This design comes from an exercise in tuning for small area and a short achievable clock period on the open sky130 flow, not from production work.
The RTL was checked by simulation tests, not by an equivalence proof against the original design.
No activity file was given, so power comes from the tool's default toggle rates.

File: constraint.sdc
create_clock -name core_clock -period 3.5 [get_ports {clk}]
set_input_delay 0.7000 -clock core_clock [delete_from_list [all_inputs] [get_ports {clk}]]
set_output_delay 0.7000 -clock core_clock [all_outputs]
set_load 0.01 [all_outputs]
File: flow/run.sh
#!/bin/bash
# ORFS layout through the standard.sh, with these changes:
#  - synthesis may not use the slow many-input OR / NOR cells (added to the
#    platform's don't-use list);
#  - ports are buffered with buf_4 instead of the smallest buffer the resizer picks;
#  - timing repair may swap a cell for one with another footprint.
# Each tool's output goes to a log file of its own in this folder.
set -euo pipefail
BASE=$(make -s -C "$FLOW_HOME" DESIGN_CONFIG="$PWD/config.mk" WORK_HOME="$PWD/orfs" print-DONT_USE_CELLS 2>/dev/null \
       | sed -n 's/^DONT_USE_CELLS: //p' | tail -1)
SLOW=""
for c in or3_1 or3_2 or3_4 or3b_1 or3b_2 or3b_4 or4_1 or4_2 or4_4 or4b_1 or4b_2 or4b_4 \
         or4bb_1 or4bb_2 or4bb_4 nor4_1 nor4_2 nor4_4 nor4b_1 nor4b_2 nor4b_4 nor4bb_1 nor4bb_2 nor4bb_4; do
  SLOW="$SLOW sky130_fd_sc_hd__$c"
done
echo "DONT_USE_CELLS=$BASE $SLOW" > dont_use.log
bash standard.sh "DONT_USE_CELLS=$BASE $SLOW" synth > synth.log 2>&1
bash standard.sh "DONT_USE_CELLS=$BASE $SLOW" MATCH_CELL_FOOTPRINT=0 \
  "BUFFER_PORTS_ARGS=-buffer_cell sky130_fd_sc_hd__buf_4" finish > layout.log 2>&1
File: standard.sh
#!/bin/bash
# synth_recipe.tcl (not shown) runs the flow's synth.tcl, then flattens the netlist and writes it again
# the make line also repeats each setting of config.mk as NAME=value (left out here)
make -C /OpenROAD-flow-scripts/flow DESIGN_CONFIG=/design/flow/config.mk WORK_HOME=/design/flow/orfs CLKGATE_MAP_FILE= SYNTH_SCRIPT=/design/flow/synth_recipe.tcl "${@:-finish}"
File: design.v
module dc_cond (
    input  wire [2:0]  phase,
    input  wire [15:0] win,
    input  wire [9:0]  cnt,
    input  wire [15:0] crc,
    input  wire        prev_e,
    output wire        wp, ws, pf, pl, in_hop,
    output wire        fl0, fl1,       
    output wire        pr0, pr1,       
    output wire        hc0, hc1,       
    output wire        nostart,        
    output wire        stuff_err,      
    output wire        noend,          
    output wire        take,           
    output wire        pf_end,         
    output wire        byte_end,       
    output wire        crc_ok,         
    output wire        cnt_en,         
    output wire [9:0]  cnt_inc,
    output wire [15:0] crc_s
);
    localparam [15:0] CRC_POLY     = 16'h8408;
    localparam [15:0] CRC_RESIDUAL = 16'hF0B8;
    assign wp     = (phase == 3'd2);
    assign ws     = (phase == 3'd3);
    assign pf     = (phase == 3'd4);
    assign pl     = (phase == 3'd5);
    assign in_hop = (phase == 3'd6);
    wire b         = win[8];
    wire stuff_due = &win[7:3];
    wire c7        = (cnt[2:0] == 3'd7);
    wire flag_w = (win[15:9] == 7'b1111110);
    wire pre_w  = (win[15:1] == 15'h5555) & (cnt >= 10'd15);
    wire hop_w  = (cnt >= 10'd5);
    assign fl0 = flag_w & prev_e;
    assign fl1 = flag_w & ~prev_e;
    assign pr0 = pre_w & prev_e;
    assign pr1 = pre_w & ~prev_e;
    assign hc0 = hop_w & (~prev_e == win[15]);
    assign hc1 = hop_w & (prev_e == win[15]);
    assign nostart   = ws & (cnt[3:0] == 4'd15);
    assign stuff_err = pl & stuff_due & b;
    assign take      = pl & ~stuff_due;
    assign noend     = take & (cnt == 10'd1020);
    assign pf_end    = pf & c7;
    assign byte_end  = take & c7;
    assign crc_s     = {1'b0, crc[15:1]} ^ ((b ^ crc[0]) ? CRC_POLY : 16'h0000);
    assign crc_ok    = stuff_due ? (crc == CRC_RESIDUAL) : (crc_s == CRC_RESIDUAL);
    assign cnt_en    = wp | ws | pf | take;
    assign cnt_inc   = cnt + 10'd1;
endmodule
module daisy_core (
    input  wire       clk,
    input  wire       rst,
    input  wire       op_valid,
    input  wire [3:0] op,
    output reg        cmd_ready,
    output reg        rx_active,
    output reg        hop_request,
    output reg        rdata_valid,
    output wire [7:0] rdata,
    output reg        radio_req,
    output wire       radio_channel,
    output reg        sink_byte_valid,
    output wire [7:0] sink_byte,
    output reg        sink_commit,
    output reg        sink_begin,
    output wire       sink_begin_chan
);
    localparam [2:0] PH_OFF      = 3'd0;
    localparam [2:0] PH_WAITPRE  = 3'd2;
    localparam [2:0] PH_WAITSTA  = 3'd3;
    localparam [2:0] PH_PREFETCH = 3'd4;
    localparam [2:0] PH_PAYLOAD  = 3'd5;
    localparam [2:0] PH_HOP      = 3'd6;
    localparam [2:0] ERR_NONE    = 3'd0;
    localparam [2:0] ERR_NOSTART = 3'd1;
    localparam [2:0] ERR_STUFF   = 3'd2;
    localparam [2:0] ERR_NOEND   = 3'd3;
    localparam [2:0] ERR_CRC     = 3'd4;
    reg [2:0]  phase;
    reg [15:0] win;
    reg [9:0]  cnt;
    reg [7:0]  acc;
    reg [15:0] crc;
    reg        prev_e;
    reg        chan;
    reg [2:0]  err;
    reg [5:0]  tag;
    reg [5:0]  rd;
    assign rdata           = {2'b00, rd};
    assign radio_channel   = chan;
    assign sink_begin_chan = chan;
    assign sink_byte       = acc;
    wire        wp, ws, pf, pl, in_hop, fl0, fl1, pr0, pr1, hc0, hc1;
    wire        nostart, stuff_err, noend, take, pf_end, byte_end, crc_ok, cnt_en;
    wire [9:0]  cnt_inc;
    wire [15:0] crc_s;
    dc_cond u_cond (
        .phase(phase), .win(win), .cnt(cnt), .crc(crc), .prev_e(prev_e),
        .wp(wp), .ws(ws), .pf(pf), .pl(pl), .in_hop(in_hop),
        .fl0(fl0), .fl1(fl1), .pr0(pr0), .pr1(pr1), .hc0(hc0), .hc1(hc1),
        .nostart(nostart), .stuff_err(stuff_err), .noend(noend), .take(take),
        .pf_end(pf_end), .byte_end(byte_end), .crc_ok(crc_ok), .cnt_en(cnt_en),
        .cnt_inc(cnt_inc), .crc_s(crc_s)
    );
    wire e      = op[0];
    wire is_bit = op_valid & (op[3:1] == 3'b000);
    wire done   = op_valid & (op == 4'h5) & ~cmd_ready;    
    wire task_  = op_valid & cmd_ready;
    wire start  = task_ & (op == 4'h2);
    wire stop   = task_ & (op == 4'h3);
    wire serv   = task_ & (op == 4'h4) & in_hop;
    wire read   = task_ & (op[3:2] == 2'b10);
    wire takeer = task_ & (op == 4'hB);
    wire radio  = op_valid & (op[3:1] == 3'b001 || op == 4'h4);    
    wire fl  = e ? fl1 : fl0;
    wire pr  = e ? pr1 : pr0;
    wire hc  = e ? hc1 : hc0;
    wire d   = ~(prev_e ^ e);
    wire rs  = (nostart & ~fl) | stuff_err | (pl & fl) | noend;    
    wire clr = rs | (wp & pr) | (ws & fl) | pf_end;               
    reg [2:0] bphase;
    reg [2:0] berr;
    always @* begin
        bphase = phase;
        if (wp & pr)        bphase = PH_WAITSTA;
        else if (wp & hc)   bphase = PH_HOP;
        if (ws & fl)        bphase = PH_PREFETCH;
        if (pf_end)         bphase = PH_PAYLOAD;
        if (rs)             bphase = PH_WAITPRE;
        berr = err;
        if (nostart & ~fl)  berr = ERR_NOSTART;
        if (stuff_err)      berr = ERR_STUFF;
        else if (pl & fl)   berr = crc_ok ? err : ERR_CRC;
        else if (noend)     berr = ERR_NOEND;
    end
    wire [2:0] phase_n = is_bit ? bphase : done ? PH_WAITPRE : stop ? PH_OFF : phase;
    wire       ready_n = done | (cmd_ready & ~(start | serv));
    always @(posedge clk) begin
        if (is_bit) begin
            win    <= {d, win[15:1]};
            prev_e <= e;
        end
        if (is_bit & take) acc <= {win[8], acc[7:1]};
        if (is_bit & (take | pf_end)) crc <= pf_end ? 16'hFFFF : crc_s;
        if ((is_bit & clr) | done)  cnt <= 10'd0;
        else if (is_bit & cnt_en)   cnt <= cnt_inc;
        case (op[1:0])
            2'b00:   rd <= {3'd0, phase};
            2'b01:   rd <= {5'd0, chan};
            2'b10:   rd <= tag;
            default: rd <= {3'd0, err};
        endcase
        if (rst) begin
            phase           <= PH_OFF;
            prev_e          <= 1'b0;
            chan            <= 1'b0;
            err             <= ERR_NONE;
            tag             <= 6'd0;
            cmd_ready       <= 1'b1;
            rx_active       <= 1'b0;
            hop_request     <= 1'b0;
            rdata_valid     <= 1'b0;
            radio_req       <= 1'b0;
            sink_byte_valid <= 1'b0;
            sink_commit     <= 1'b0;
            sink_begin      <= 1'b0;
        end else begin
            phase           <= phase_n;
            chan            <= chan ^ serv;
            if (is_bit)      err <= berr;
            else if (takeer) err <= ERR_NONE;
            if (is_bit & pf_end) tag <= {d, win[15:11]};
            cmd_ready       <= ready_n;
            rx_active       <= done | (rx_active & ~stop);
            hop_request     <= is_bit ? (cmd_ready & (in_hop | (wp & ~pr & hc)))
                                      : (hop_request & ~radio);
            rdata_valid     <= read;
            radio_req       <= start | serv;
            sink_byte_valid <= is_bit & byte_end;
            sink_commit     <= is_bit & ~stuff_err & pl & fl & crc_ok;
            sink_begin      <= (is_bit & rs) | done;
        end
    end
endmodule
File: config.mk
export PLATFORM = sky130hd
export DESIGN_NAME = daisy_core
export DESIGN_NICKNAME = daisy_core
export VERILOG_FILES = /design/flow/design.v
export SDC_FILE = /design/flow/constraint.sdc
export NUM_CORES = 4
export LEC_CHECK = 0
export CAP_MARGIN = 20
export CORE_MARGIN = 2
export CORE_UTILIZATION = 40
export CTS_CLUSTER_SIZE = 30
export SETUP_SLACK_MARGIN = 1.6
export SLEW_MARGIN = 20
==> results of run 1 <==
==> cell usage after synthesis, types with 6 or more instances <==
cell type and number:
sky130_fd_sc_hd__edfxtp_1 39, sky130_fd_sc_hd__dfxtp_1 38, sky130_fd_sc_hd__nor2_1 30, sky130_fd_sc_hd__nand2_1 26, sky130_fd_sc_hd__nand2b_1 20, sky130_fd_sc_hd__nand3_1 18
sky130_fd_sc_hd__a21oi_1 14, sky130_fd_sc_hd__o21ai_0 10, sky130_fd_sc_hd__xor2_1 10, sky130_fd_sc_hd__inv_1 8, sky130_fd_sc_hd__and3_1 7, sky130_fd_sc_hd__and2_1 6
==> layout make-up <==
class,count,area (um^2)
Multi-Input combinational cell,214,1490
Clock inverter,7,57.6
Timing Repair Buffer,33,248
Clock buffer,9,124
Sequential cell,77,1940
Tap cell,105,131
Inverter,8,42.5
Fill cell,740,4190
==> registers in the layout (all words and copies together), names as in the netlist <==
name / flops
crc: 16
win: 15
cnt: 10
acc: 8
rd: 6
tag: 6
err: 3
phase: 3
chan: 1
cmd_ready: 1
hop_request: 1
prev_e: 1
radio_req: 1
rdata_valid: 1
rx_active: 1
sink_begin: 1
sink_byte_valid: 1
sink_commit: 1
==> through the flow <==
step           cell area [um^2]  cells   util  setup slack (ns)  power, mW
2_1_floorplan              3450    310      -              1.61       1.03
3_3_place_gp               3730    433  0.454              1.09       1.05
3_5_place_dp               3730    433  0.454              1.05       1.05
4_1_cts                    4000    452  0.486              1.62       1.68
5_1_grt                    4030    453  0.490              1.48       1.73
6_report                   4030    453  0.490              1.60       1.66
==> how the worst max path moves through the flow <==
stage / end / slack [ns] / cells past startpoint
CTS: phase[1] / 1.62 / 6
global placement: cnt[6] / 1.09 / 8
floorplan: crc[0] / 1.61 / 6
finish: err[0] / 1.60 / 8
global route: phase[1] / 1.48 / 6
detailed placement: cnt[9] / 1.05 / 8
==> layer usage <==
layer | vias to the layer above | track usage | routed length (um)
li1 | 1176 | - | -
met1 | 1118 | 0.219 | 3340
met2 | 53 | 0.251 | 3200
met3 | 8 | 0.0509 | 323
met4 | 0 | 0.0464 | 78
met5 | - | 0 | 0
==> critical path: stages <==
cell and delay, ns:
sky130_fd_sc_hd__buf_4 0.12, sky130_fd_sc_hd__nor2b_2 0.18, sky130_fd_sc_hd__nand2_4 0.16, sky130_fd_sc_hd__clkinv_8 0.16, sky130_fd_sc_hd__and4_1 0.23, sky130_fd_sc_hd__a31o_2 0.27, sky130_fd_sc_hd__a2111oi_2 0.22, sky130_fd_sc_hd__o21ba_1 0.15
==> timing repair <==
item	4_1_cts	5_1_grt
cloned	0	1
pin swaps	2	5
buffers inserted	3	0
resized for setup	16	6
setup endpoints to repair	41	33
==> logic make-up after synthesis <==
kind of cell             count (synthesis)  synth area share
multiplexers                             6            0.0214
buffers and inverters                   20            0.0262
other                                    1           0.00111
XOR/XNOR                                14            0.0384
flip-flops                              77             0.570
AND/OR/NAND/NOR                        141             0.235
adder cells (fa/ha/maj)                  5            0.0185
AO/OA/AOI/OAI                           45            0.0897
==> power by group <==
group | switching (mW) | internal (mW)
Sequential | 0.00857 | 0.949
Clock | 0.363 | 0.267
Combinational | 0.0462 | 0.0292
Total | 0.418 | 1.25
==> flow_summary.yaml, run 1 <==
outcome:
  status: "complete, no violations"
routing:
  drc: 0
  avgViaCountPerCell: 5.20
  final_antenna_net_count: 0
  drt_pass1_iterations: 5
  routedWlPerCell_um: 15.3
  initialDrtViolationCount: 71
  detail_route.wirelength_mm: 6.94
  dr_total_vias: 2355
global_routing:
  grt_remaining_overflow: 0
  number_of_global_route_vias_before_repair: 2231
  grt_max_degree: 31
  grt_antenna_before_repair: 0
  grt_usage: 0.162
  first_pass_grt_wire_length_mm: 11.3
placement:
  hpwlAfterDp_mm: 4.77
  port-buffer-count: 30
  gp_congestion: 0.772
clock_network:
  cts_max_level: 3
  cts_tree: "done"
  clk_pin_slew_ns: 0.09
  clkSinkCount: 77
  post_cts_hold_buffer_count: 0
  insertion_delay_ns: 0.35
  cts_root_buf: "sky130_fd_sc_hd__clkbuf_8"
  clk_path_buf_depth: 2
  cts_buf_count: 9
worst_setup_path:
  worst-endpoint-required_ns: 3.80
  reg2reg_slack_ns: 1.61
  setup.worst_path.class: "in -> reg"
  worstRegToRegCells: 6
  regToRegStartpoint: "win[9]"
  cp-startpoint: "op_valid"
  worstSetupEndpointType: "flop"
  startpoint_type: "input port"
  path_max_fanout: 30
  worst_r2r_endpoint: "phase[1]"
  cp.arrival_ns: 2.20
sta:
  maxSlewViolCount: 0
  totalNegativeSetupSlack_ns: 0
  setup_viol: 0
  finalHoldViolCount: 0
  minimum_clock_period_ns: 1.90
  grt_setup_unrepaired: "yes"
  final.period_utilization: 0.544
  timing.fmax_mhz: 525
  fin_worst_skew_ns: 0.0145
  fin_hold_ws_ns: 0.436
synth:
  synth-seq-area-share: 0.570
  avgSynthCellArea_um2: 11.0
  postSynth.asyncResetShare: 0
  syn_inst: 309
  dominantRegCellSynth: "sky130_fd_sc_hd__edfxtp_1"
  ys.warnings.count: 1
  ys_ff_latch: 77
  synth.largest_area_cell: "sky130_fd_sc_hd__edfxtp_1"
  synth_area_leaders: "sky130_fd_sc_hd__edfxtp_1, sky130_fd_sc_hd__dfxtp_1, sky130_fd_sc_hd__nand2b_1"
  synth_area_um2: 3390
  synthDistinctLibCells: 55
  netlist.area_leader.share: 0.345
  count_of_flip_flops_with_a_built_in_enable_after_synthesis: 39
die:
  num_io_pins: 33
  num_rows: 33
  initial_cell_density_of_the_core: 0.413
  dieArea_um2: 9230
  fp.dieW_um: 96.1
  core_region_area_um2: 8220
  die_height_um: 96.1
hold_path:
  worst_hold_startpoint: "win[2]"
  whs_path_depth: 0
  hp-class: "reg -> reg"
  holdPathEnd: "win[1]"
cells_and_area:
  area.growth.synth_to_final_pct: 18.7
  most-common-layout-cells: "sky130_fd_sc_hd__edfxtp_1, sky130_fd_sc_hd__dfxtp_1, sky130_fd_sc_hd__buf_4"
  layout-drive-gt1-share: 0.239
  antenna-diode-count: 0
  design.final.nets: 355
  most_common_cell_after_layout_fill_and_taps_aside: "sky130_fd_sc_hd__edfxtp_1"
power_and_ir_drop:
  p_per_area_nw_per_um2: 413
  vdd_ir_drop_max_mv: 0.214
  total_leakage_power_nw: 1.53
flow_run:
  timing.max_cap.violations: 0
==> run 2, diff against run 1 <==
--- a/config.mk
+++ b/config.mk
@@ -9,5 +9,5 @@
 export CORE_MARGIN = 2
 export CORE_UTILIZATION = 40
-export CTS_CLUSTER_SIZE = 30
+export MIN_ROUTING_LAYER = met2
 export SETUP_SLACK_MARGIN = 1.6
 export SLEW_MARGIN = 20
==> flow_summary.yaml, run 2 <==
outcome:
  status: "complete, no violations"
synth:
  ys_ff_latch: 77
  synth_area_leaders: "sky130_fd_sc_hd__edfxtp_1, sky130_fd_sc_hd__dfxtp_1, sky130_fd_sc_hd__nand2b_1"
  synth_common_cells: "sky130_fd_sc_hd__edfxtp_1, sky130_fd_sc_hd__dfxtp_1, sky130_fd_sc_hd__nor2_1, sky130_fd_sc_hd__nand2_1, sky130_fd_sc_hd__nand2b_1"
  synthDistinctLibCells: 55
  synth-seq-area-share: 0.570
  ys.warnings.count: 1
  syn_inst: 309
  netlist.area_leader.share: 0.345
  dominantRegCellSynth: "sky130_fd_sc_hd__edfxtp_1"
  postSynth.asyncResetShare: 0
  yosys.cell_count.top_type: "sky130_fd_sc_hd__edfxtp_1"
  avgSynthCellArea_um2: 11.0
  synth_area_um2: 3390
  count_of_flip_flops_with_a_built_in_enable_after_synthesis: 39
  synth.largest_area_cell: "sky130_fd_sc_hd__edfxtp_1"
global_routing:
  grt_antenna_before_repair: 0
  grt_usage: 0.245
  grt_max_degree: 31
  number_of_global_route_vias_before_repair: 3503
  first_pass_grt_wire_length_mm: 11.4
  grt_remaining_overflow: 0
hold_path:
  whs_path_depth: 0
  hp-class: "reg -> reg"
clock_network:
  clkSinkCount: 77
  cts_buf_count: 9
  cts_tree: "done"
  insertion_delay_ns: 0.37
  clk_pin_slew_ns: 0.09
  clk_path_buf_depth: 2
  cts_root_buf: "sky130_fd_sc_hd__clkbuf_8"
  cts_max_level: 3
cells_and_area:
  layout-drive-gt1-share: 0.250
  final_cell_count_no_fill: 453
  most-common-layout-cells: "sky130_fd_sc_hd__edfxtp_1, sky130_fd_sc_hd__dfxtp_1, sky130_fd_sc_hd__buf_4"
  design.final.nets: 355
  most_common_cell_after_layout_fill_and_taps_aside: "sky130_fd_sc_hd__edfxtp_1"
  largest_register_by_flop_count: "crc"
  area.growth.synth_to_final_pct: 19.3
  largest_register_ff_count: 16
  antenna-diode-count: 0
  biggestRegsByFlops: "crc (16), win (15), cnt (10)"
worst_setup_path:
  slowest_stage: "sky130_fd_sc_hd__dfxtp_1"
  cells_along_the_critical_path: "nor3b_1 > and3_1 > o2111ai_1 > and4_4 > o21ai_4 > nor2_1"
  worst-endpoint-required_ns: 3.73
  critical_path_cell_count: 6
  worstSetupEndpointType: "flop"
  startpoint_type: "flop"
  cp_top_family: "simple AND/OR/NAND/NOR gates"
  path_max_fanout: 10
  reg2reg_slack_ns: 1.57
  worstRegToRegCells: 6
  timing.critical_path.buf_inv: 0
  crit_path_max_incr_delay_ns: 0.50
  cp.arrival_ns: 2.16
  setup.worst_path.class: "reg -> reg"
sta:
  final.period_utilization: 0.552
  max_slew.worst_pin.slew_ns: 0.526
  worst_slew_margin_rel: 0.649
  minimum_clock_period_ns: 1.93
  totalNegativeSetupSlack_ns: 0
  setup_viol: 0
  grt_setup_unrepaired: "yes"
  maxSlewViolCount: 0
  fin_worst_skew_ns: 0.0211
  timing.fmax_mhz: 518
  finalHoldViolCount: 0
die:
  fp.dieW_um: 96.1
  num_rows: 33
  die_height_um: 96.1
  initial_cell_density_of_the_core: 0.413
  num_io_pins: 33
  dieArea_um2: 9230
  core_region_area_um2: 8220
routing:
  drt_pass1_iterations: 6
  final_antenna_net_count: 0
  avgViaCountPerCell: 7.21
  detail_route.wirelength_mm: 7.32
  initialDrtViolationCount: 399
  routedWlPerCell_um: 16.2
  drc: 0
  dr_total_vias: 3267
placement:
  port-buffer-count: 30
  gp_congestion: 0.767
  placed_cells_incl_taps: 433
  hpwlAfterDp_mm: 4.77
flow_run:
  timing.max_cap.violations: 0
power_and_ir_drop:
  vdd_ir_drop_max_mv: 0.211
  power_mw: 1.68
  p_per_area_nw_per_um2: 414
  total_leakage_power_nw: 1.54
[run 2: cell types whose count changed in the layout (fill, tap and decap cells not counted)]
cell                      previous run  this run
sky130_fd_sc_hd__o21ai_0            10         8
sky130_fd_sc_hd__nand3_2             1         2
sky130_fd_sc_hd__nor2b_4             0         1
sky130_fd_sc_hd__ha_2                1         2
sky130_fd_sc_hd__o21ai_2             0         2
sky130_fd_sc_hd__nand3_1            17        16
sky130_fd_sc_hd__ha_1                4         3
sky130_fd_sc_hd__nor2b_2             1         0
[run 2: stage by stage]
stage	hold slack, ns	area, um^2	util	worst slack [ns]
final	0.434	4050	0.492	1.57
after global placement	0.424	3730	0.454	1.09
after global routing	0.454	4050	0.492	1.47
after CTS	0.438	4000	0.486	1.62
after floorplan	0.417	3450	-	1.61
after detailed placement	0.426	3730	0.454	1.05
[run 2: path summary, 6_finish.rpt]
| kind | from | endpoint |
|---|---|---|
| max reg2reg | phase[1] | cnt[0] |
| min | win[2] | win[1] |
| max | phase[1] | cnt[0] |
| min reg2reg | win[2] | win[1] |
[run 2: report_power, final]
part,internal (mW),switching [mW]
combinational,0.0295,0.0487
sequential,0.949,0.00922
clock,0.267,0.372
total,1.25,0.430
[run 2: timing repair]
action	CTS	global route
hold buffers	0	0
setup endpoints to repair	41	33
buffers inserted	3	0
resized for setup	16	13
pin swaps	2	6
gates cloned	0	1
[run 2: metal layers]
| metal | vias to the layer above | share of wire | track usage |
|---|---|---|---|
| met4 | 0 | 0.044 | 0.0429 |
| met1 | 1163 | 0 | - |
| met2 | 882 | 0.55 | 0.289 |
| li1 | 1161 | - | - |
| met5 | - | 0 | 0.0595 |
| met3 | 61 | 0.41 | 0.342 |
[run 2: kinds of logic (layout without fill, tap and decap cells)]
| group | count (synthesis) | after routing | synth area share |
|---|---|---|---|
| simple gates | 141 | 142 | 0.235 |
| xor+xnor | 14 | 14 | 0.0384 |
| buf+inv | 20 | 57 | 0.0262 |
| fa+ha+maj | 5 | 5 | 0.0185 |
| compound gates | 45 | 45 | 0.0897 |
| other cells | 1 | 2 | 0.00111 |
| mux | 6 | 6 | 0.0214 |
| flops | 77 | 77 | 0.570 |
[run 2: worst register-to-register path, cell delays in order, from the launching register on]
cell and delay (ns):
sky130_fd_sc_hd__dfxtp_1 0.50, sky130_fd_sc_hd__nor3b_1 0.33, sky130_fd_sc_hd__and3_1 0.21, sky130_fd_sc_hd__o2111ai_1 0.14, sky130_fd_sc_hd__and4_4 0.26, sky130_fd_sc_hd__o21ai_4 0.28, sky130_fd_sc_hd__nor2_1 0.09
[run 2: layout make-up]
| class | count | area [um^2] |
|---|---|---|
| clock inverters | 7 | 57.6 |
| multi-input cells | 214 | 1510 |
| clock buffers | 9 | 124 |
| inverters | 8 | 42.5 |
| repair buffers | 33 | 248 |
| fillers | 734 | 4170 |
| well taps | 105 | 131 |
| flip-flops and latches | 77 | 1940 |
==> run 3, diff against run 2 <==
--- a/config.mk
+++ b/config.mk
@@ -9,5 +9,5 @@
 export CORE_MARGIN = 2
 export CORE_UTILIZATION = 40
-export MIN_ROUTING_LAYER = met2
+export GPL_ROUTABILITY_DRIVEN = 0
 export SETUP_SLACK_MARGIN = 1.6
 export SLEW_MARGIN = 20
==> flow_summary.yaml, run 3 <==
cells_and_area:
  most-common-layout-cells: "sky130_fd_sc_hd__edfxtp_1, sky130_fd_sc_hd__dfxtp_1, sky130_fd_sc_hd__buf_4"
  layout-drive-gt1-share: 0.239
  most_common_cell_after_layout_fill_and_taps_aside: "sky130_fd_sc_hd__edfxtp_1"
  largest_register_by_flop_count: "crc"
  biggestRegsByFlops: "crc (16), win (15), cnt (10)"
  area.growth.synth_to_final_pct: 18.7
  final_cell_count_no_fill: 453
  antenna-diode-count: 0
  design.final.nets: 355
  largest_register_ff_count: 16
synth:
  count_of_flip_flops_with_a_built_in_enable_after_synthesis: 39
  syn_inst: 309
  synth_area_leaders: "sky130_fd_sc_hd__edfxtp_1, sky130_fd_sc_hd__dfxtp_1, sky130_fd_sc_hd__nand2b_1"
  dominantRegCellSynth: "sky130_fd_sc_hd__edfxtp_1"
  synth-adder-area-share: 0.0185
  netlist.area_leader.share: 0.345
  synth_area_um2: 3390
  synthDistinctLibCells: 55
  post_synth_mux_area_share: 0.0214
  ys_ff_latch: 77
  yosys.cell_count.top_type: "sky130_fd_sc_hd__edfxtp_1"
  ys.warnings.count: 1
  main_combinational_cell_family_by_area_after_synthesis: "simple AND/OR/NAND/NOR gates"
  avgSynthCellArea_um2: 11.0
  synth_common_cells: "sky130_fd_sc_hd__edfxtp_1, sky130_fd_sc_hd__dfxtp_1, sky130_fd_sc_hd__nor2_1, sky130_fd_sc_hd__nand2_1, sky130_fd_sc_hd__nand2b_1"
  postSynth.asyncResetShare: 0
  synth.largest_area_cell: "sky130_fd_sc_hd__edfxtp_1"
  synth-simple-area-share: 0.235
  synth-seq-area-share: 0.570
  synth_xor_area_frac: 0.0384
  synth-compound-area-share: 0.0897
sta:
  timing.fmax_mhz: 525
  maxSlewViolCount: 0
  final.period_utilization: 0.544
  fin_hold_ws_ns: 0.436
  fin_worst_skew_ns: 0.0145
  minimum_clock_period_ns: 1.90
  setup_viol: 0
  finalHoldViolCount: 0
  grt_setup_unrepaired: "yes"
  totalNegativeSetupSlack_ns: 0
global_routing:
  grt_usage: 0.162
  grt_antenna_before_repair: 0
  first_pass_grt_wire_length_mm: 11.3
  number_of_global_route_vias_before_repair: 2231
  grt_max_degree: 31
  grt_remaining_overflow: 0
die:
  core_region_area_um2: 8220
  fp.dieW_um: 96.1
  initial_cell_density_of_the_core: 0.413
  die_height_um: 96.1
  num_rows: 33
  num_io_pins: 33
  dieArea_um2: 9230
power_and_ir_drop:
  power_mw: 1.66
  p_per_area_nw_per_um2: 413
  total_leakage_power_nw: 1.53
  vdd_ir_drop_max_mv: 0.214
placement:
  port-buffer-count: 30
  hpwlAfterDp_mm: 4.77
  placed_cells_incl_taps: 433
clock_network:
  clk_pin_slew_ns: 0.09
  clk_path_buf_depth: 2
  insertion_delay_ns: 0.35
  cts_max_level: 3
  cts_buf_count: 9
  cts_tree: "done"
  clkSinkCount: 77
  cts_root_buf: "sky130_fd_sc_hd__clkbuf_8"
  post_cts_hold_buffer_count: 0
routing:
  initialDrtViolationCount: 71
  detail_route.wirelength_mm: 6.94
  routedWlPerCell_um: 15.3
  drc: 0
  avgViaCountPerCell: 5.20
  final_antenna_net_count: 0
  dr_total_vias: 2355
  drt_pass1_iterations: 5
outcome:
  status: "complete, no violations"
worst_setup_path:
  worst-endpoint-required_ns: 3.80
  worstSetupEndpointType: "flop"
  startpoint_type: "input port"
  setup.worst_path.class: "in -> reg"
  cp.arrival_ns: 2.20
  path_max_fanout: 30
flow_run:
  timing.max_cap.violations: 0
hold_path:
  hp-class: "reg -> reg"
## run 3: metal layers
metal | wire [um] | vias up | part of all wire | GRT usage
met2 | 3200 | 53 | 0.46 | 0.251
met1 | 3340 | 1118 | 0.48 | 0.219
met3 | 323 | 8 | 0.047 | 0.0509
met5 | 0 | - | 0 | 0
li1 | - | 1176 | - | -
met4 | 78 | 0 | 0.011 | 0.0464
## run 3: worst paths after layout
path              startpoint  endpoint  slack, ns  cells past startpoint
setup reg to reg      win[9]  phase[1]       1.61                      6
hold reg to reg       win[2]    win[1]       0.44                      0
setup / recovery    op_valid    err[0]       1.60                      8
hold / removal        win[2]    win[1]       0.44                      0
## run 3: metrics by stage
stage | worst slack [ns] | instance area (um^2) | utilization
2_1_floorplan | 1.61 | 3450 | -
3_3_place_gp | 1.09 | 3730 | 0.454
3_5_place_dp | 1.05 | 3730 | 0.454
4_1_cts | 1.62 | 4000 | 0.486
5_1_grt | 1.48 | 4030 | 0.490
6_report | 1.60 | 4030 | 0.490
## run 3: power by group
| part | switching, mW | internal [mW] |
|---|---|---|
| clock | 0.363 | 0.267 |
| sequential | 0.00857 | 0.949 |
| combinational | 0.0462 | 0.0292 |
| total | 0.418 | 1.25 |
## run 3: what timing repair did
item                                    4_1_cts  5_1_grt
pin swaps                                     2        5
endpoints found under the setup margin       41       33
gates cloned                                  0        1
setup buffers                                 3        0
gates resized for setup                      16        6
## run 3: cell type report
cell class / count / area [um^2]
clock buffer: 9 / 124
clock inverter: 7 / 57.6
fill: 740 / 4190
inverter: 8 / 42.5
multi-input combinational: 214 / 1490
sequential: 77 / 1940
tap: 105 / 131
timing repair buffer: 33 / 248
## run 3: cells by family after synthesis
logic type / after synthesis
XOR/XNOR: 14
multiplexers: 6
flip-flops: 77
buffers and inverters: 20
adder cells (fa/ha/maj): 5
AND/OR/NAND/NOR: 141
other: 1
AO/OA/AOI/OAI: 45
## run 3: worst max-delay path, cell delays in order
cell	delay [ns]
sky130_fd_sc_hd__buf_4	0.12
sky130_fd_sc_hd__nor2b_2	0.18
sky130_fd_sc_hd__nand2_4	0.16
sky130_fd_sc_hd__clkinv_8	0.16
sky130_fd_sc_hd__and4_1	0.23
sky130_fd_sc_hd__a31o_2	0.27
sky130_fd_sc_hd__a2111oi_2	0.22
sky130_fd_sc_hd__o21ba_1	0.15
==> run 4, diff against run 3 <==
--- a/config.mk
+++ b/config.mk
@@ -8,6 +8,5 @@
 export CAP_MARGIN = 20
 export CORE_MARGIN = 2
-export CORE_UTILIZATION = 40
-export GPL_ROUTABILITY_DRIVEN = 0
+export CORE_UTILIZATION = 60
 export SETUP_SLACK_MARGIN = 1.6
 export SLEW_MARGIN = 20
==> flow_summary.yaml, run 4 <==
outcome:
  status: "complete, no violations"
die:
  die_height_um: 79.2
  dieArea_um2: 6270
  fp.dieW_um: 79.2
  initial_cell_density_of_the_core: 0.620
  num_io_pins: 33
  core_region_area_um2: 5470
  num_rows: 27
synth:
  ys.warnings.count: 1
  postSynth.asyncResetShare: 0
  avgSynthCellArea_um2: 11.0
  count_of_flip_flops_with_a_built_in_enable_after_synthesis: 39
  synth_area_leaders: "sky130_fd_sc_hd__edfxtp_1, sky130_fd_sc_hd__dfxtp_1, sky130_fd_sc_hd__nand2b_1"
  yosys.cell_count.top_type: "sky130_fd_sc_hd__edfxtp_1"
  dominantRegCellSynth: "sky130_fd_sc_hd__edfxtp_1"
  synth.largest_area_cell: "sky130_fd_sc_hd__edfxtp_1"
  synth_common_cells: "sky130_fd_sc_hd__edfxtp_1, sky130_fd_sc_hd__dfxtp_1, sky130_fd_sc_hd__nor2_1, sky130_fd_sc_hd__nand2_1, sky130_fd_sc_hd__nand2b_1"
  synthDistinctLibCells: 55
  ys_ff_latch: 77
  synth_area_um2: 3390
  synth-seq-area-share: 0.570
  netlist.area_leader.share: 0.345
  syn_inst: 309
worst_setup_path:
  cp_top_family: "simple AND/OR/NAND/NOR gates"
  setup.worst_path.class: "reg -> reg"
  reg2reg_slack_ns: 1.55
  regToRegStartpoint: "win[9]"
  cells_along_the_critical_path: "nand4b_1 > nor3_4 > mux2i_4 > and4_4 > a221o_1 > o21ai_1"
  cp.arrival_ns: 2.19
  startpoint_type: "flop"
  path_max_fanout: 5
  worstSetupEndpointType: "flop"
  worst-endpoint-required_ns: 3.73
  crit_path_max_incr_delay_ns: 0.39
  worstRegToRegCells: 6
  timing.critical_path.buf_inv: 0
  worst_r2r_endpoint: "phase[1]"
  slowest_stage: "sky130_fd_sc_hd__edfxtp_1"
flow_run:
  timing.max_cap.violations: 0
global_routing:
  number_of_global_route_vias_before_repair: 2305
  grt_antenna_before_repair: 0
  first_pass_grt_wire_length_mm: 11.3
  grt_usage: 0.238
  grt_max_degree: 31
  grt_remaining_overflow: 0
placement:
  hpwlAfterDp_mm: 4.58
  post_dp_cell_area_um2: 3690
  port-buffer-count: 30
  gp_congestion: 0.861
cells_and_area:
  nFillCells: 408
  largest_register_ff_count: 16
  multi_input_area_um2: 1480
  largest_register_by_flop_count: "crc"
  final_area_um2: 4070
  antenna-diode-count: 0
  area.growth.synth_to_final_pct: 20.0
  most-common-layout-cells: "sky130_fd_sc_hd__edfxtp_1, sky130_fd_sc_hd__buf_4, sky130_fd_sc_hd__dfxtp_1"
  area.sequential_um2: 1940
  layout.core_utilization: 0.743
  design.final.nets: 361
  layout-drive-gt1-share: 0.246
  biggestRegsByFlops: "crc (16), win (15), cnt (10)"
routing:
  dr_total_vias: 2473
  detail_route.wirelength_mm: 6.99
  avgViaCountPerCell: 5.81
  initialDrtViolationCount: 162
  routedWlPerCell_um: 16.4
  drt_pass1_iterations: 4
  final_antenna_net_count: 0
  drc: 0
clock_network:
  cts_root_buf: "sky130_fd_sc_hd__clkbuf_8"
  cts_max_level: 3
  clk_path_buf_depth: 2
  cts_tree: "done"
  clkSinkCount: 77
  cts_buf_count: 9
  clk_pin_slew_ns: 0.08
  insertion_delay_ns: 0.36
power_and_ir_drop:
  total_leakage_power_nw: 1.58
  p_per_area_nw_per_um2: 428
  vdd_ir_drop_max_mv: 0.389
sta:
  totalNegativeSetupSlack_ns: 0
  fin_hold_ws_ns: 0.452
  maxSlewViolCount: 0
  setup_viol: 0
  timing.fmax_mhz: 512
  grt_setup_unrepaired: "yes"
  fin_worst_skew_ns: 0.0105
  final.period_utilization: 0.558
  finalHoldViolCount: 0
  minimum_clock_period_ns: 1.95
hold_path:
  whs_path_depth: 0
  worst_hold_startpoint: "win[3]"
  hp-class: "reg -> reg"
  holdPathEnd: "win[2]"
run 4: cell counts after synthesis:
No cell type changed its count.
run 4: per-stage QoR:
stage / setup WS [ns] / instances / power [mW]
after floorplan: 1.61 / 310 / 1.03
after global placement: 1.10 / 400 / 1.05
after detailed placement: 1.03 / 400 / 1.05
after CTS: 1.60 / 425 / 1.75
after global routing: 1.44 / 426 / 1.79
final: 1.55 / 426 / 1.74
run 4: worst max path at each step:
stage | startpoint | end | depth (start not counted)
3_5_place_dp | op[1] | cnt[9] | 8
6_report | win[9] | phase[1] | 6
4_1_cts | win[9] | phase[1] | 6
5_1_grt | win[9] | phase[1] | 6
3_3_place_gp | op[1] | cnt[5] | 8
2_1_floorplan | op_valid | crc[0] | 6
run 4: metal layers:
metal	GRT usage	part of all wire	wire length [um]	vias to the layer above
met1	0.307	0.45	3120	1195
met5	0	0	0	-
met3	0.0477	0.053	371	14
met4	0.105	0.015	108	0
li1	-	-	-	1189
met2	0.389	0.48	3390	75
run 4: report_power, final:
group	internal [mW]	total [mW]	switching [mW]	leakage, nW
registers	0.949	0.958	0.00850	0.660
clock network	0.377	0.708	0.331	0.106
logic	0.0293	0.0757	0.0464	0.812
run 4: cells by family (layout without fill, tap and decap cells):
logic type,Yosys count,in the layout,share of synthesized area
compound gates,45,45,0.0897
xor+xnor,14,14,0.0384
fa+ha+maj,5,5,0.0185
buf+inv,20,64,0.0262
flops,77,77,0.570
mux,6,6,0.0214
other cells,1,2,0.00111
simple gates,141,141,0.235
run 4: what timing repair did:
item | in CTS | in global routing
cloned | 0 | 0
endpoints found under the setup margin | 38 | 33
pin swaps | 3 | 11
hold buffers | 0 | 0
setup buffers | 9 | 1
resized for setup | 17 | 7
run 4: layout make-up:
cell class / count / share of cell area
flip-flops and latches: 77 / 0.476
well taps: 72 / 0.0221
clock buffers: 12 / 0.0384
repair buffers: 40 / 0.0747
clock inverters: 4 / 0.0138
inverters: 8 / 0.0105
multi-input cells: 213 / 0.364
==> run 5, diff against run 4 <==
--- a/config.mk
+++ b/config.mk
@@ -8,5 +8,5 @@
 export CAP_MARGIN = 20
 export CORE_MARGIN = 2
-export CORE_UTILIZATION = 60
+export CORE_UTILIZATION = 50
 export SETUP_SLACK_MARGIN = 1.6
 export SLEW_MARGIN = 20
==> flow_summary.yaml, run 5 <==
outcome:
  status: "complete, no violations"
routing:
  drt_pass1_iterations: 4
  dr_total_vias: 2423
  detail_route.wirelength_mm: 7.16
  avgViaCountPerCell: 5.48
  final_antenna_net_count: 0
  routedWlPerCell_um: 16.2
  drc: 0
  initialDrtViolationCount: 160
worst_setup_path:
  cp.arrival_ns: 2.14
  cells_along_the_critical_path: "buf_4 > xnor2_4 > nor3_4 > mux2i_2 > and4_4 > a221o_1 > o21ai_1"
  timing.critical_path.to: "phase[1]"
  setup.worst_path.class: "in -> reg"
  path_max_fanout: 14
  cp-startpoint: "op[0]"
  worstRegToRegCells: 6
  regToRegStartpoint: "win[9]"
  cp_top_family: "simple AND/OR/NAND/NOR gates"
  worst-endpoint-required_ns: 3.74
  startpoint_type: "input port"
  worstSetupEndpointType: "flop"
  worst_r2r_endpoint: "phase[1]"
  critical_path_cell_count: 7
  crit_path_max_incr_delay_ns: 0.31
  reg2reg_slack_ns: 1.60
  slowest_stage: "sky130_fd_sc_hd__mux2i_2"
  timing.critical_path.buf_inv: 1
placement:
  gp_congestion: 0.791
  port-buffer-count: 30
  hpwlAfterDp_mm: 4.61
  placement.setup.worst_slack_ns: 1.05
sta:
  fin_worst_skew_ns: 0.00839
  crit_path_setup_slack_layout_ns: 1.60
  minimum_clock_period_ns: 1.90
  grt_setup_unrepaired: "yes"
  timing.fmax_mhz: 527
  finalHoldViolCount: 0
  setup_viol: 0
  maxSlewViolCount: 0
  final.period_utilization: 0.542
  totalNegativeSetupSlack_ns: 0
clock_network:
  clkSinkCount: 77
  cts_max_level: 3
  cts_buf_count: 9
  insertion_delay_ns: 0.35
  post_cts_hold_buffer_count: 0
  cts_tree: "done"
  clk_pin_slew_ns: 0.09
  cts_root_buf: "sky130_fd_sc_hd__clkbuf_8"
  clk_path_buf_depth: 2
cells_and_area:
  area.growth.synth_to_final_pct: 23.0
  largest_register_ff_count: 16
  most-common-layout-cells: "sky130_fd_sc_hd__buf_4, sky130_fd_sc_hd__edfxtp_1, sky130_fd_sc_hd__dfxtp_1"
  nFillCells: 567
  largest_register_by_flop_count: "crc"
  most_common_cell_after_layout_fill_and_taps_aside: "sky130_fd_sc_hd__buf_4"
  antenna-diode-count: 0
  design.final.nets: 369
  biggestRegsByFlops: "crc (16), win (15), cnt (10)"
  layout-drive-gt1-share: 0.279
synth:
  synth_area_um2: 3390
  dominantRegCellSynth: "sky130_fd_sc_hd__edfxtp_1"
  synth_area_leaders: "sky130_fd_sc_hd__edfxtp_1, sky130_fd_sc_hd__dfxtp_1, sky130_fd_sc_hd__nand2b_1"
  yosys.cell_count.top_type: "sky130_fd_sc_hd__edfxtp_1"
  netlist.area_leader.share: 0.345
  synthDistinctLibCells: 55
  count_of_flip_flops_with_a_built_in_enable_after_synthesis: 39
  ys.warnings.count: 1
  postSynth.asyncResetShare: 0
  synth.largest_area_cell: "sky130_fd_sc_hd__edfxtp_1"
  synth-seq-area-share: 0.570
  avgSynthCellArea_um2: 11.0
  synth_common_cells: "sky130_fd_sc_hd__edfxtp_1, sky130_fd_sc_hd__dfxtp_1, sky130_fd_sc_hd__nor2_1, sky130_fd_sc_hd__nand2_1, sky130_fd_sc_hd__nand2b_1"
  syn_inst: 309
  ys_ff_latch: 77
global_routing:
  grt_remaining_overflow: 0
  grt_antenna_before_repair: 0
  number_of_global_route_vias_before_repair: 2229
  grt_max_degree: 31
  grt_usage: 0.196
  first_pass_grt_wire_length_mm: 11.3
power_and_ir_drop:
  total_leakage_power_nw: 1.62
  vdd_ir_drop_max_mv: 0.257
  power.internal_mw: 1.34
  power.share.switching: 0.237
  power.combinational.fraction: 0.044
  reported_net_switching_power_mw: 0.418
  power.share.clock: 0.412
  p_per_area_nw_per_um2: 422
  seq_pwr_share: 0.544
die:
  num_io_pins: 33
  die_height_um: 86.4
  initial_cell_density_of_the_core: 0.507
  fp.dieW_um: 86.4
  num_rows: 30
  dieArea_um2: 7460
  core_region_area_um2: 6680
hold_path:
  hp-class: "reg -> reg"
flow_run:
  timing.max_cap.violations: 0
[run 5: cell counts after synthesis]
No cell type changed its count.
[run 5: power by group through the flow]
stage	Clock (mW)	Sequential [mW]	Combinational, mW
2_1_floorplan	0	0.976	0.0514
3_3_place_gp	0	0.978	0.0697
3_5_place_dp	0	0.978	0.0694
4_1_cts	0.741	0.958	0.0715
5_1_grt	0.776	0.960	0.0871
6_report	0.725	0.958	0.0774
[run 5: per-stage QoR]
| step | total power [mW] | std cells | hold slack (ns) | instance area [um^2] | utilization |
|---|---|---|---|---|---|
| floorplan | 1.03 | 310 | 0.417 | 3450 | - |
| global placement | 1.05 | 408 | 0.422 | 3700 | 0.554 |
| detailed placement | 1.05 | 408 | 0.434 | 3700 | 0.554 |
| CTS | 1.77 | 431 | 0.441 | 4020 | 0.601 |
| global route | 1.82 | 442 | 0.462 | 4170 | 0.624 |
| finish | 1.76 | 442 | 0.441 | 4170 | 0.624 |
[run 5: cell type report]
| class | instances | area (um^2) | share of cell area |
|---|---|---|---|
| clock buffers | 10 | 138 | 0.0330 |
| flip-flops and latches | 77 | 1940 | 0.465 |
| repair inverters | 1 | 8.76 | 0.00210 |
| multi-input cells | 214 | 1520 | 0.365 |
| clock inverters | 6 | 76.3 | 0.0183 |
| inverters | 8 | 42.5 | 0.0102 |
| repair buffers | 46 | 345 | 0.0828 |
| well taps | 80 | 100 | 0.0240 |
[run 5: layer usage]
| metal | vias to the layer above | routed length [um] | track usage |
|---|---|---|---|
| li1 | 1199 | - | - |
| met1 | 1168 | 3450 | 0.286 |
| met2 | 50 | 3360 | 0.291 |
| met3 | 6 | 276 | 0.0324 |
| met4 | 0 | 64 | 0.0767 |
| met5 | - | 0 | 0 |
[run 5: how the worst min path moves through the flow]
| stage | from | end | slack (ns) | cells after the start |
|---|---|---|---|---|
| after global routing | win[2] | win[1] | 0.46 | 0 |
| after detailed placement | acc[5] | acc[4] | 0.43 | 0 |
| after global placement | win[2] | win[1] | 0.42 | 0 |
| final | win[2] | win[1] | 0.44 | 0 |
| after CTS | win[2] | win[1] | 0.44 | 0 |
| after floorplan | win[3] | win[2] | 0.42 | 0 |
[run 5: what timing repair did]
item	CTS	global route
buffers inserted	7	9
gates cloned	0	2
setup endpoints to repair	38	48
resized for setup	13	15
pin swaps	2	12
[run 5: cells by family after synthesis]
group                      after synthesis  synth area share
other                                    1           0.00111
buffers and inverters                   20            0.0262
DFF                                     77             0.570
adders and majority gates                5            0.0185
muxes                                    6            0.0214
and+or+nand+nor                        141             0.235
AOI/OAI and AO/OA                       45            0.0897
xor gates and xnor gates                14            0.0384
==> run 6, diff against run 5 <==
--- a/config.mk
+++ b/config.mk
@@ -8,5 +8,5 @@
 export CAP_MARGIN = 20
 export CORE_MARGIN = 2
-export CORE_UTILIZATION = 50
+export CORE_UTILIZATION = 30
 export SETUP_SLACK_MARGIN = 1.6
 export SLEW_MARGIN = 20
==> flow_summary.yaml, run 6 <==
clock_network:
  insertion_delay_ns: 0.34
  cts_tree: "done"
  post_cts_hold_buffer_count: 0
  cts_buf_count: 9
  clk_pin_slew_ns: 0.06
  cts_root_buf: "sky130_fd_sc_hd__clkbuf_16"
  clk_path_buf_depth: 2
  clkSinkCount: 77
  cts_max_level: 3
synth:
  netlist.area_leader.share: 0.345
  synthDistinctLibCells: 55
  synth_common_cells: "sky130_fd_sc_hd__edfxtp_1, sky130_fd_sc_hd__dfxtp_1, sky130_fd_sc_hd__nor2_1, sky130_fd_sc_hd__nand2_1, sky130_fd_sc_hd__nand2b_1"
  synth_xor_area_frac: 0.0384
  synth_area_um2: 3390
  main_combinational_cell_family_by_area_after_synthesis: "simple AND/OR/NAND/NOR gates"
  avgSynthCellArea_um2: 11.0
  ys_ff_latch: 77
  synth-adder-area-share: 0.0185
  dominantRegCellSynth: "sky130_fd_sc_hd__edfxtp_1"
  synth.largest_area_cell: "sky130_fd_sc_hd__edfxtp_1"
  synth-simple-area-share: 0.235
  postSynth.asyncResetShare: 0
  syn_inst: 309
  ys.warnings.count: 1
  yosys.cell_count.top_type: "sky130_fd_sc_hd__edfxtp_1"
  count_of_flip_flops_with_a_built_in_enable_after_synthesis: 39
  post_synth_mux_area_share: 0.0214
  synth-seq-area-share: 0.570
  synth_area_leaders: "sky130_fd_sc_hd__edfxtp_1, sky130_fd_sc_hd__dfxtp_1, sky130_fd_sc_hd__nand2b_1"
  synth-compound-area-share: 0.0897
worst_setup_path:
  worst-endpoint-required_ns: 3.78
  startpoint_type: "input port"
  cp.arrival_ns: 2.23
  cp-startpoint: "op[0]"
  reg2reg_slack_ns: 1.56
  regToRegStartpoint: "win[9]"
  worstSetupEndpointType: "flop"
  worst_r2r_endpoint: "cnt[7]"
  setup.worst_path.class: "in -> reg"
  path_max_fanout: 14
  worstRegToRegCells: 7
routing:
  routedWlPerCell_um: 14.8
  wl_met3_um: 311
  detail_route.wirelength_mm: 7.48
  avgViaCountPerCell: 4.86
  dr.max_layer_used: "met4"
  routed_wl_met2_mm: 3.50
  drt_pass1_iterations: 4
  initialDrtViolationCount: 149
  dr_total_vias: 2451
  drc: 0
  final_antenna_net_count: 0
  wl_met1_mm: 3.59
cells_and_area:
  largest_register_by_flop_count: "crc"
  most-common-layout-cells: "sky130_fd_sc_hd__buf_4, sky130_fd_sc_hd__edfxtp_1, sky130_fd_sc_hd__dfxtp_1"
  antenna-diode-count: 0
  final_cell_count_no_fill: 504
  final_area_um2: 4460
  largest_register_ff_count: 16
  most_common_cell_after_layout_fill_and_taps_aside: "sky130_fd_sc_hd__buf_4"
  area.growth.synth_to_final_pct: 31.6
  biggestRegsByFlops: "crc (16), win (15), cnt (10)"
  layout-drive-gt1-share: 0.302
  layout.core_utilization: 0.408
  design.final.nets: 371
outcome:
  status: "complete, no violations"
sta:
  final.period_utilization: 0.556
  timing.fmax_mhz: 514
  maxSlewViolCount: 0
  fin_worst_skew_ns: 0.0105
  minimum_clock_period_ns: 1.95
  totalNegativeSetupSlack_ns: 0
  setup_viol: 0
  grt_setup_unrepaired: "yes"
  finalHoldViolCount: 0
power_and_ir_drop:
  p_per_area_nw_per_um2: 469
  total_leakage_power_nw: 1.70
  vdd_ir_drop_max_mv: 0.337
  power_mw: 2.09
hold_path:
  hp-class: "reg -> reg"
  whs_path_depth: 0
  worst_hold_startpoint: "win[5]"
  holdPathEnd: "win[4]"
global_routing:
  grt_max_degree: 31
  grt_antenna_before_repair: 0
  number_of_global_route_vias_before_repair: 2273
  first_pass_grt_wire_length_mm: 11.6
  grt_remaining_overflow: 0
  grt_usage: 0.126
die:
  dieArea_um2: 12200
  initial_cell_density_of_the_core: 0.310
  die_height_um: 110
  fp.dieW_um: 110
  core_region_area_um2: 10900
  num_rows: 38
  num_io_pins: 33
placement:
  placed_cells_incl_taps: 468
  port-buffer-count: 30
  post_dp_cell_area_um2: 3770
  hpwlAfterDp_mm: 4.74
  gp_congestion: 0.773
flow_run:
  timing.max_cap.violations: 0
-- run 6: cell types whose count changed in the layout (fill, tap and decap cells not counted), sizes merged --
cell | previous run | this run
inv | 12 | 8
bufinv | 1 | 3
clkinv | 2 | 4
buf | 46 | 47
clkbuf | 10 | 11
-- run 6: layout make-up --
| type | count | area (um^2) |
|---|---|---|
| flip-flops and latches | 77 | 1940 |
| inverters | 8 | 42.5 |
| repair inverters | 1 | 8.76 |
| well taps | 140 | 175 |
| fillers | 1050 | 6470 |
| clock inverters | 6 | 103 |
| repair buffers | 48 | 390 |
| multi-input cells | 214 | 1580 |
| clock buffers | 10 | 229 |
-- run 6: per-layer routing --
metal  track usage  up-vias
li1              -     1202
met5             0        -
met3        0.0406       10
met1         0.170     1194
met2         0.195       45
met4        0.0330        0
-- run 6: through the flow --
stage | setup slack [ns] | hold slack (ns)
floorplan | 1.61 | 0.417
global placement | 1.11 | 0.421
detailed placement | 1.06 | 0.427
CTS | 1.61 | 0.442
global route | 1.46 | 0.456
finish | 1.55 | 0.443
-- run 6: cells by family after synthesis --
kind of cell / after synthesis
multiplexers: 6
AO/OA/AOI/OAI: 45
other: 1
buffers and inverters: 20
XOR/XNOR: 14
AND/OR/NAND/NOR: 141
flip-flops: 77
adder cells (fa/ha/maj): 5
-- run 6: power by group --
group / leakage (nW) / switching, mW / internal, mW
Sequential: 0.660 / 0.00877 / 0.951
Clock: 0.162 / 0.356 / 0.690
Combinational: 0.877 / 0.0506 / 0.0344
Total: 1.70 / 0.416 / 1.68
-- run 6: worst max path at each step --
stage,endpoint,slack [ns],cells past startpoint
6_report,err[0],1.55,8
3_5_place_dp,cnt[6],1.06,8
3_3_place_gp,cnt[5],1.11,8
4_1_cts,cnt[1],1.61,7
2_1_floorplan,crc[0],1.61,6
5_1_grt,cnt[3],1.46,7
-- run 6: repair_timing --
item,CTS,global route
pin swaps,6,17
setup buffers,6,11
setup endpoints to repair,51,40
gates cloned,1,2
hold endpoints to repair,0,0
resized for setup,16,31
-- run 6: critical path, stage by stage --
cell                        delay, ns
sky130_fd_sc_hd__buf_4           0.17
sky130_fd_sc_hd__xnor2_4         0.28
sky130_fd_sc_hd__nor3_4          0.08
sky130_fd_sc_hd__mux2i_2         0.17
sky130_fd_sc_hd__buf_4           0.15
sky130_fd_sc_hd__and3_4          0.18
sky130_fd_sc_hd__a2111oi_2       0.33
sky130_fd_sc_hd__o21ba_1         0.17
==> run 7, diff against run 6 <==
--- a/config.mk
+++ b/config.mk
@@ -8,5 +8,7 @@
 export CAP_MARGIN = 20
 export CORE_MARGIN = 2
-export CORE_UTILIZATION = 30
+export CORE_UTILIZATION = 40
+export CTS_CLUSTER_DIAMETER = 100
+export CTS_CLUSTER_SIZE = 50
 export SETUP_SLACK_MARGIN = 1.6
 export SLEW_MARGIN = 20
==> flow_summary.yaml, run 7 <==
synth:
  count_of_flip_flops_with_a_built_in_enable_after_synthesis: 39
  synth-simple-area-share: 0.235
  ys.warnings.count: 1
  syn_inst: 309
  postSynth.asyncResetShare: 0
  synth_xor_area_frac: 0.0384
  main_combinational_cell_family_by_area_after_synthesis: "simple AND/OR/NAND/NOR gates"
  synth-compound-area-share: 0.0897
  synth.largest_area_cell: "sky130_fd_sc_hd__edfxtp_1"
  synth_area_leaders: "sky130_fd_sc_hd__edfxtp_1, sky130_fd_sc_hd__dfxtp_1, sky130_fd_sc_hd__nand2b_1"
  ys_ff_latch: 77
  synthDistinctLibCells: 55
  netlist.area_leader.share: 0.345
  dominantRegCellSynth: "sky130_fd_sc_hd__edfxtp_1"
  synth_area_um2: 3390
  post_synth_mux_area_share: 0.0214
  synth-seq-area-share: 0.570
  synth_common_cells: "sky130_fd_sc_hd__edfxtp_1, sky130_fd_sc_hd__dfxtp_1, sky130_fd_sc_hd__nor2_1, sky130_fd_sc_hd__nand2_1, sky130_fd_sc_hd__nand2b_1"
  synth-adder-area-share: 0.0185
  avgSynthCellArea_um2: 11.0
  yosys.cell_count.top_type: "sky130_fd_sc_hd__edfxtp_1"
placement:
  gp_congestion: 0.772
  hpwlAfterDp_mm: 4.77
  port-buffer-count: 30
worst_setup_path:
  slowest_stage: "sky130_fd_sc_hd__a31o_2"
  cp-startpoint: "op_valid"
  path_max_fanout: 30
  setup.worst_path.class: "in -> reg"
  regToRegStartpoint: "win[9]"
  worstSetupEndpointType: "flop"
  worst-endpoint-required_ns: 3.80
  cp.arrival_ns: 2.20
  cells_along_the_critical_path: "buf_4 > nor2b_2 > nand2_4 > clkinv_8 > and4_1 > a31o_2 > a2111oi_2 > o21ba_1"
  startpoint_type: "input port"
  worstRegToRegCells: 6
  crit_path_max_incr_delay_ns: 0.27
routing:
  drt_pass1_iterations: 5
  avgViaCountPerCell: 5.20
  detail_route.wirelength_mm: 6.94
  routedWlPerCell_um: 15.3
  final_antenna_net_count: 0
  dr_total_vias: 2355
  drc: 0
  initialDrtViolationCount: 71
global_routing:
  grt_antenna_before_repair: 0
  grt_usage: 0.162
  grt_remaining_overflow: 0
  first_pass_grt_wire_length_mm: 11.3
  grt_max_degree: 31
  number_of_global_route_vias_before_repair: 2231
cells_and_area:
  most-common-layout-cells: "sky130_fd_sc_hd__edfxtp_1, sky130_fd_sc_hd__dfxtp_1, sky130_fd_sc_hd__buf_4"
  design.final.nets: 355
  largest_register_ff_count: 16
  layout-drive-gt1-share: 0.239
  most_common_cell_after_layout_fill_and_taps_aside: "sky130_fd_sc_hd__edfxtp_1"
  largest_register_by_flop_count: "crc"
  antenna-diode-count: 0
  area.growth.synth_to_final_pct: 18.7
  biggestRegsByFlops: "crc (16), win (15), cnt (10)"
die:
  num_io_pins: 33
  initial_cell_density_of_the_core: 0.413
  die_height_um: 96.1
  core_region_area_um2: 8220
  dieArea_um2: 9230
  num_rows: 33
  fp.dieW_um: 96.1
sta:
  setup_viol: 0
  timing.fmax_mhz: 525
  fin_worst_skew_ns: 0.0145
  grt_setup_unrepaired: "yes"
  finalHoldViolCount: 0
  final.period_utilization: 0.544
  minimum_clock_period_ns: 1.90
  maxSlewViolCount: 0
  totalNegativeSetupSlack_ns: 0
clock_network:
  cts_max_level: 3
  cts_root_buf: "sky130_fd_sc_hd__clkbuf_8"
  clk_pin_slew_ns: 0.09
  insertion_delay_ns: 0.35
  cts_buf_count: 9
  cts_tree: "done"
  post_cts_hold_buffer_count: 0
  clk_path_buf_depth: 2
  clkSinkCount: 77
power_and_ir_drop:
  power.internal_mw: 1.25
  power.combinational.fraction: 0.045
  seq_pwr_share: 0.576
  power.share.switching: 0.251
  reported_net_switching_power_mw: 0.418
  p_per_area_nw_per_um2: 413
  vdd_ir_drop_max_mv: 0.214
  power_mw: 1.66
  power.share.clock: 0.379
  total_leakage_power_nw: 1.53
hold_path:
  whs_path_depth: 0
  hp-class: "reg -> reg"
  worst_hold_startpoint: "win[2]"
flow_run:
  timing.max_cap.violations: 0
outcome:
  status: "complete, no violations"
[run 7: cell types whose count changed in the layout (fill, tap and decap cells not counted), moves of 3 or more]
| cell | change |
|---|---|
| sky130_fd_sc_hd__clkbuf_16 | -10 |
| sky130_fd_sc_hd__bufinv_16 | -3 |
| sky130_fd_sc_hd__clkbuf_8 | +9 |
| sky130_fd_sc_hd__nor2_4 | -9 |
| sky130_fd_sc_hd__nor2_1 | +10 |
| sky130_fd_sc_hd__buf_4 | -13 |
[run 7: critical path, delay by kind of cell]
kind	cells	cell delay [ns]
and+or+nand+nor	3	0.57
buffers and inverters	2	0.28
AOI/OAI and AO/OA	3	0.64
[run 7: area by class of cell]
| type | count | area, um^2 |
|---|---|---|
| clock buffer | 9 | 124 |
| timing repair buffer | 33 | 248 |
| fill | 740 | 4190 |
| inverter | 8 | 42.5 |
| sequential | 77 | 1940 |
| clock inverter | 7 | 57.6 |
| multi-input combinational | 214 | 1490 |
| tap | 105 | 131 |
[run 7: logic make-up after synthesis]
logic type      count (synthesis)
compound gates                 45
other cells                     1
mux                             6
simple gates                  141
xor+xnor                       14
flops                          77
fa+ha+maj                       5
buf+inv                        20
[run 7: power groups by stage]
| stage | combinational (mW) | clock (mW) | sequential [mW] |
|---|---|---|---|
| after global placement | 0.0696 | 0 | 0.978 |
| after global routing | 0.0852 | 0.686 | 0.959 |
| after floorplan | 0.0514 | 0 | 0.976 |
| final | 0.0754 | 0.631 | 0.958 |
| after CTS | 0.0742 | 0.645 | 0.958 |
| after detailed placement | 0.0720 | 0 | 0.978 |
[run 7: per-stage QoR]
stage	setup WS, ns	util	area (um^2)	instances	hold slack (ns)
floorplan	1.61	-	3450	310	0.417
global placement	1.09	0.454	3730	433	0.424
detailed placement	1.05	0.454	3730	433	0.426
CTS	1.62	0.486	4000	452	0.438
global route	1.48	0.490	4030	453	0.455
finish	1.60	0.490	4030	453	0.436
[run 7: per-layer routing]
layer,GRT usage,up-vias,part of all wire
met5,0,-,0
li1,-,1176,-
met3,0.0509,8,0.047
met4,0.0464,0,0.011
met1,0.219,1118,0.48
met2,0.251,53,0.46
[run 7: worst paths after layout]
check / to / slack (ns)
min reg2reg: win[1] / 0.44
max reg2reg: phase[1] / 1.61
max: err[0] / 1.60
min: win[1] / 0.44
[run 7: what timing repair did]
action	CTS	global route
gates cloned	0	1
pin swaps	2	5
setup endpoints to repair	41	33
setup buffers	3	0
gates resized for setup	16	6
==> run 8, diff against run 7 <==
--- a/config.mk
+++ b/config.mk
@@ -9,6 +9,4 @@
 export CORE_MARGIN = 2
 export CORE_UTILIZATION = 40
-export CTS_CLUSTER_DIAMETER = 100
-export CTS_CLUSTER_SIZE = 50
-export SETUP_SLACK_MARGIN = 1.6
+export SETUP_SLACK_MARGIN = 1.7
 export SLEW_MARGIN = 20
==> flow_summary.yaml, run 8 <==
global_routing:
  grt_antenna_before_repair: 0
  first_pass_grt_wire_length_mm: 11.2
  grt_max_degree: 26
  number_of_global_route_vias_before_repair: 2212
  grt_usage: 0.162
  grt_remaining_overflow: 0
cells_and_area:
  design.final.nets: 378
  most_common_cell_after_layout_fill_and_taps_aside: "sky130_fd_sc_hd__buf_4"
  layout.core_utilization: 0.536
  most-common-layout-cells: "sky130_fd_sc_hd__buf_4, sky130_fd_sc_hd__edfxtp_1, sky130_fd_sc_hd__dfxtp_1"
  area.growth.synth_to_final_pct: 29.8
  layout-drive-gt1-share: 0.337
  largest_register_by_flop_count: "crc"
  nFillCells: 707
  antenna-diode-count: 0
  biggestRegsByFlops: "crc (16), win (15), cnt (10)"
  largest_register_ff_count: 16
synth:
  netlist.area_leader.share: 0.345
  postSynth.asyncResetShare: 0
  ys_ff_latch: 77
  synth_common_cells: "sky130_fd_sc_hd__edfxtp_1, sky130_fd_sc_hd__dfxtp_1, sky130_fd_sc_hd__nor2_1, sky130_fd_sc_hd__nand2_1, sky130_fd_sc_hd__nand2b_1"
  syn_inst: 309
  dominantRegCellSynth: "sky130_fd_sc_hd__edfxtp_1"
  synth.largest_area_cell: "sky130_fd_sc_hd__edfxtp_1"
  synthDistinctLibCells: 55
  count_of_flip_flops_with_a_built_in_enable_after_synthesis: 39
  synth_area_leaders: "sky130_fd_sc_hd__edfxtp_1, sky130_fd_sc_hd__dfxtp_1, sky130_fd_sc_hd__nand2b_1"
  synth_area_um2: 3390
  yosys.cell_count.top_type: "sky130_fd_sc_hd__edfxtp_1"
  synth-seq-area-share: 0.570
  avgSynthCellArea_um2: 11.0
  ys.warnings.count: 1
routing:
  dr_total_vias: 2477
  drt_pass1_iterations: 4
  detail_route.wirelength_mm: 7.46
  drc: 0
  initialDrtViolationCount: 170
  routedWlPerCell_um: 15.7
  final_antenna_net_count: 0
  avgViaCountPerCell: 5.20
worst_setup_path:
  cp.arrival_ns: 2.20
  regToRegStartpoint: "cnt[0]"
  startpoint_type: "input port"
  worst-endpoint-required_ns: 3.79
  setup.worst_path.class: "in -> reg"
  path_max_fanout: 14
  worstSetupEndpointType: "flop"
  worstRegToRegCells: 9
  reg2reg_slack_ns: 1.59
  worst_r2r_endpoint: "cnt[0]"
sta:
  maxSlewViolCount: 0
  finalHoldViolCount: 0
  timing.fmax_mhz: 524
  grt_setup_unrepaired: "yes"
  final.period_utilization: 0.546
  fin_hold_ws_ns: 0.443
  fin_worst_skew_ns: 0.0135
  totalNegativeSetupSlack_ns: 0
  setup_viol: 0
  minimum_clock_period_ns: 1.91
die:
  die_height_um: 96.1
  dieArea_um2: 9230
  num_io_pins: 33
  core_region_area_um2: 8220
  num_rows: 33
  fp.dieW_um: 96.1
  initial_cell_density_of_the_core: 0.413
clock_network:
  insertion_delay_ns: 0.35
  post_cts_hold_buffer_count: 0
  clk_pin_slew_ns: 0.08
  clkSinkCount: 77
  cts_max_level: 3
  cts_tree: "done"
  cts_root_buf: "sky130_fd_sc_hd__clkbuf_8"
  clk_path_buf_depth: 2
  cts_buf_count: 9
placement:
  gp_congestion: 0.775
  port-buffer-count: 30
  hpwlAfterDp_mm: 4.62
power_and_ir_drop:
  p_per_area_nw_per_um2: 411
  reported_net_switching_power_mw: 0.404
  total_leakage_power_nw: 1.71
  vdd_ir_drop_max_mv: 0.167
  power.internal_mw: 1.41
  power.combinational.fraction: 0.050
  power.share.clock: 0.422
  seq_pwr_share: 0.528
  power.share.switching: 0.223
flow_run:
  timing.max_cap.violations: 0
hold_path:
  worst_hold_startpoint: "win[2]"
  hp-class: "reg -> reg"
  whs_path_depth: 0
  holdPathEnd: "win[1]"
outcome:
  status: "complete, no violations"
==> run 8: cell counts after synthesis <==
Identical to the previous run, type by type.
==> run 8: area by class of cell <==
type / instances / area [um^2] / area share
Multi-Input combinational cell: 214 / 1600 / 0.363
Clock inverter: 5 / 61.3 / 0.0139
Sequential cell: 77 / 1940 / 0.442
Timing Repair inverter: 1 / 8.76 / 0.00199
Timing Repair Buffer: 55 / 443 / 0.101
Inverter: 8 / 42.5 / 0.00967
Clock buffer: 11 / 174 / 0.0395
Tap cell: 105 / 131 / 0.0299
==> run 8: power by group through the flow <==
stage | logic (mW) | registers, mW | clock network [mW]
final | 0.0903 | 0.956 | 0.764
after floorplan | 0.0518 | 0.976 | 0
after global placement | 0.0706 | 0.978 | 0
after CTS | 0.0781 | 0.958 | 0.779
after global routing | 0.0991 | 0.957 | 0.832
after detailed placement | 0.0717 | 0.978 | 0
==> run 8: cell families after synthesis <==
kind of cell | Yosys count | share of synthesized area
adder cells (fa/ha/maj) | 5 | 0.0185
multiplexers | 6 | 0.0214
flip-flops | 77 | 0.570
other | 1 | 0.00111
AO/OA/AOI/OAI | 45 | 0.0897
XOR/XNOR | 14 | 0.0384
buffers and inverters | 20 | 0.0262
AND/OR/NAND/NOR | 141 | 0.235
==> run 8: per-stage QoR <==
| stage | power, mW | instance area (um^2) | worst slack [ns] | instances |
|---|---|---|---|---|
| 2_1_floorplan | 1.03 | 3450 | 1.62 | 310 |
| 3_3_place_gp | 1.05 | 3730 | 1.09 | 433 |
| 3_5_place_dp | 1.05 | 3730 | 1.02 | 433 |
| 4_1_cts | 1.82 | 4160 | 1.66 | 462 |
| 5_1_grt | 1.89 | 4400 | 1.53 | 476 |
| 6_report | 1.81 | 4400 | 1.59 | 476 |
==> run 8: worst max path at each step <==
stage	startpoint	endpoint	slack, ns	depth (start not counted)
6_report	op[0]	cnt[0]	1.59	8
3_3_place_gp	op[1]	cnt[9]	1.09	8
5_1_grt	cnt[0]	cnt[1]	1.53	9
4_1_cts	win[9]	phase[1]	1.66	6
2_1_floorplan	op[0]	err[0]	1.62	6
3_5_place_dp	op[1]	cnt[9]	1.02	8
==> run 8: critical path, cell delays in order <==
cell	delay, ns
sky130_fd_sc_hd__buf_12	0.13
sky130_fd_sc_hd__xnor2_4	0.14
sky130_fd_sc_hd__nor3_4	0.26
sky130_fd_sc_hd__mux2i_2	0.33
sky130_fd_sc_hd__and4_4	0.32
sky130_fd_sc_hd__o21ai_4	0.07
sky130_fd_sc_hd__buf_12	0.15
sky130_fd_sc_hd__nor2_2	0.09
==> run 8: what timing repair did <==
| item | 4_1_cts | 5_1_grt |
|---|---|---|
| setup buffers | 12 | 13 |
| pin swaps | 8 | 12 |
| gates cloned | 1 | 1 |
| gates resized for setup | 25 | 32 |
| endpoints found under the setup margin | 61 | 33 |
==> run 8: layer usage <==
metal	track usage	share of wire
met2	0.222	0.45
met5	0	0
met4	0.0667	0.014
met3	0.0431	0.047
met1	0.241	0.49

Setup slack of run 8, layout unchanged: 1.590 ns with ideal ports, 1.574 ns with driving cells assumed (clock clkbuf_16, inputs buf_2), 1.192 ns with port delays also shifted by the 0.382 ns mid clock arrival.
